From an optimization exercise on the open Yosys and OpenROAD flow, aimed at small area, a short achievable clock period and few clock cycles; shortcuts taken in it are not production practice. Only simulation tests tie the RTL to the original design; equivalence was not proved. No activity file was given, so power comes from the tool's default toggle rates.

== run E ==
==> flow/design.v (excerpt) <==
module gfr6_engine (
    input  wire        clk,
    input  wire        rst_n,
    input  wire        cmd_valid,
    output wire        cmd_ready,
    input  wire [31:0] cmd_data,
    output wire        rsp_valid,
    input  wire        rsp_ready,
    output wire [31:0] rsp_data
);
    localparam [2:0] ST_OK       = 3'b000;
    localparam [2:0] ST_INVGEN   = 3'b001;
    localparam [2:0] ST_DIVZERO  = 3'b010;
    localparam [2:0] ST_NOTREADY = 3'b100;
    localparam [2:0] ST_LOCKED   = 3'b101;
    localparam [2:0] ST_ILLEGAL  = 3'b111;
    localparam [2:0] F_OK     = 3'd0;
    localparam [2:0] F_R0     = 3'd1;
    localparam [2:0] F_B16    = 3'd2;
    localparam [2:0] F_INVGEN = 3'd3;        
    localparam [2:0] F_DIVZ   = 3'd4;
    localparam [2:0] F_NOTR   = 3'd5;
    localparam [2:0] F_LOCK   = 3'd6;
    localparam [2:0] F_ILL    = 3'd7;
    localparam [5:0] OP_NOP     = 6'h01;
  ...
Size: about 280 flip-flops, roughly 70 I/O pins, about 0.030 mm² of cells after synthesis.
==> flow/config.mk <==
export PLATFORM = sky130hd
export DESIGN_NAME = gfr6_engine
export DESIGN_NICKNAME = gfr6_engine
export VERILOG_FILES = /design/flow/design.v
export SDC_FILE = /design/flow/constraint.sdc
export NUM_CORES = 4
export LEC_CHECK = 0
export ABC_AREA = 1
export ABC_CLOCK_PERIOD_IN_PS = 3500
export CAP_MARGIN = 20
export CORE_MARGIN = 2
export CORE_UTILIZATION = 40
export PLACE_DENSITY = 0.6
export SLEW_MARGIN = 20
==> flow/constraint.sdc <==
create_clock -name core_clock -period 14.0 [get_ports {clk}]
set_input_delay 2.8000 -clock core_clock [delete_from_list [all_inputs] [get_ports {clk}]]
set_output_delay 2.8000 -clock core_clock [all_outputs]
set_load 0.01 [all_outputs]
standard.sh (not shown) runs the stock make flow with config.mk's settings and CLKGATE_MAP_FILE= SYNTH_SCRIPT=/design/flow/synth_recipe.tcl, a recipe that flattens the netlist after the stock synthesis.
==> flow/flow/run.sh <==
#!/bin/bash
# The standard layout (the standard.sh, unchanged synthesis and steps),
# with ORFS's timing repair aiming for more setup slack than the default and
# the port buffers made of plain buffer cells instead of delay buffers.
set -euo pipefail
bash standard.sh SETUP_SLACK_MARGIN=10 "BUFFER_PORTS_ARGS=-buffer_cell sky130_fd_sc_hd__buf_4" finish > standard.log 2>&1
Every stage of the flow completed for run E, and the final layout passed the timing, DRC and antenna checks.
Testbench counts of run E, summed over its fixed seeds: cycles 13,536.
Input changes introduced in run A (baseline for comparison: run E):
-- flow/design.v --
<<< run E, line 241
    reg         o_r0, o_b16;
    reg  [7:0]  o_hi, k_hi, o_lo, k_lo;
    reg         busy;        
    wire adv = !k_v;
>>> run A, line 241
    reg         o_r0, o_b16;
    reg  [7:0]  o_hi, k_hi, o_lo, k_lo;
    reg         k_e;         
    reg         busy;        
    wire adv = !k_v;
<<< run E, line 337
    wire [7:0] expt;
    gfr6_expk u_exp (.i(t3), .o(expt));
    wire [7:0] psit;
    gfr6_psi  u_psi (.poly_lo(ppoly), .x(t4), .y(psit));
    wire [7:0] f_lo = e4 ? psit : t4;
    wire [2:0] fsel = k_v ? k_f : f4;
    reg  [2:0] fst;
>>> run A, line 338
    wire [7:0] expt;
    gfr6_expk u_exp (.i(t3), .o(expt));
    wire [7:0] x_lo = k_v ? k_lo : t4;
    wire       x_e  = k_v ? k_e  : e4;
    wire [7:0] psit;
    gfr6_psi  u_psi (.poly_lo(ppoly), .x(x_lo), .y(psit));
    wire [7:0] f_lo = x_e ? psit : x_lo;
    wire [2:0] fsel = k_v ? k_f : f4;
    reg  [2:0] fst;
<<< run E, line 479
            o_b16 <= (fsel == F_B16) || (fsel == F_INVGEN);
            o_hi  <= k_v ? k_hi  : h4;
            o_lo  <= k_v ? k_lo  : f_lo;
        end
        if (!k_v) begin
            k_f   <= f4;
            k_hi  <= h4;
            k_lo  <= f_lo;
        end
    end
>>> run A, line 482
            o_b16 <= (fsel == F_B16) || (fsel == F_INVGEN);
            o_hi  <= k_v ? k_hi  : h4;
            o_lo  <= f_lo;
        end
        if (!k_v) begin
            k_f   <= f4;
            k_hi  <= h4;
            k_lo  <= t4;
            k_e   <= e4;
        end
    end
==> run notes <==
Area growth from synthesis to layout in run A vs run E: up 0.76 points. Post-detailed-routing wire length in run A vs run E: up 8600 µm. Diff run E -> run A: final setup violation count comparable, longest individual stage delay on the worst path now larger, share of layout cells above drive strength 1 now larger, non-clock buffer count now smaller, count of multi-input gates now smaller. The flow did not stop early for run A: all stages ran, and the layout cleared the timing, DRC and antenna checks. When run A is measured against run E, its internal power component turns out 5.6% higher. Summary of run A over run E: final-layout fill cell count moved up, fraction of area in registers has decreased, part of the power in the clock network went up by 3.1 points. Compared to run E, run A has post-placement worst setup slack 0.020 ns higher.
Testbench counts of run A, summed over its fixed seeds: cycles 13,536.

[separate check: timing with driven ports]
The flow's constraints put no driver on any port. The routed layouts listed below were extracted and timed again, unchanged, in two steps. Step 1: set_driving_cell puts a clkbuf_16 on clk and a buf_2 on each other input, an assumption about the parent block. Step 2 adds t to the input delays and takes it off the output delays; t is the mean of the earliest and latest rising clock arrival at the registers after step 1. Input paths then give back, and output paths get back, about the clock's delay inside the block. Slacks: no drivers / after step 1 / after step 2; pairs: no drivers / after step 1.
run	t, ns	slack for setup (ns)	worst hold slack (ns)	clock arrival spread, ns
run E	0.639	9.972 / 9.915 / 9.555	0.412 / 0.412 / 0.412	0.069 / 0.069
run A	0.611	9.998 / 9.998 / 9.462	0.417 / 0.417 / 0.417	0.038 / 0.038
After both steps setup and hold are still met in every run listed. The setup slack of run A, which loses most, moves by 0.000 ns with the drivers and by -0.536 ns with both steps.
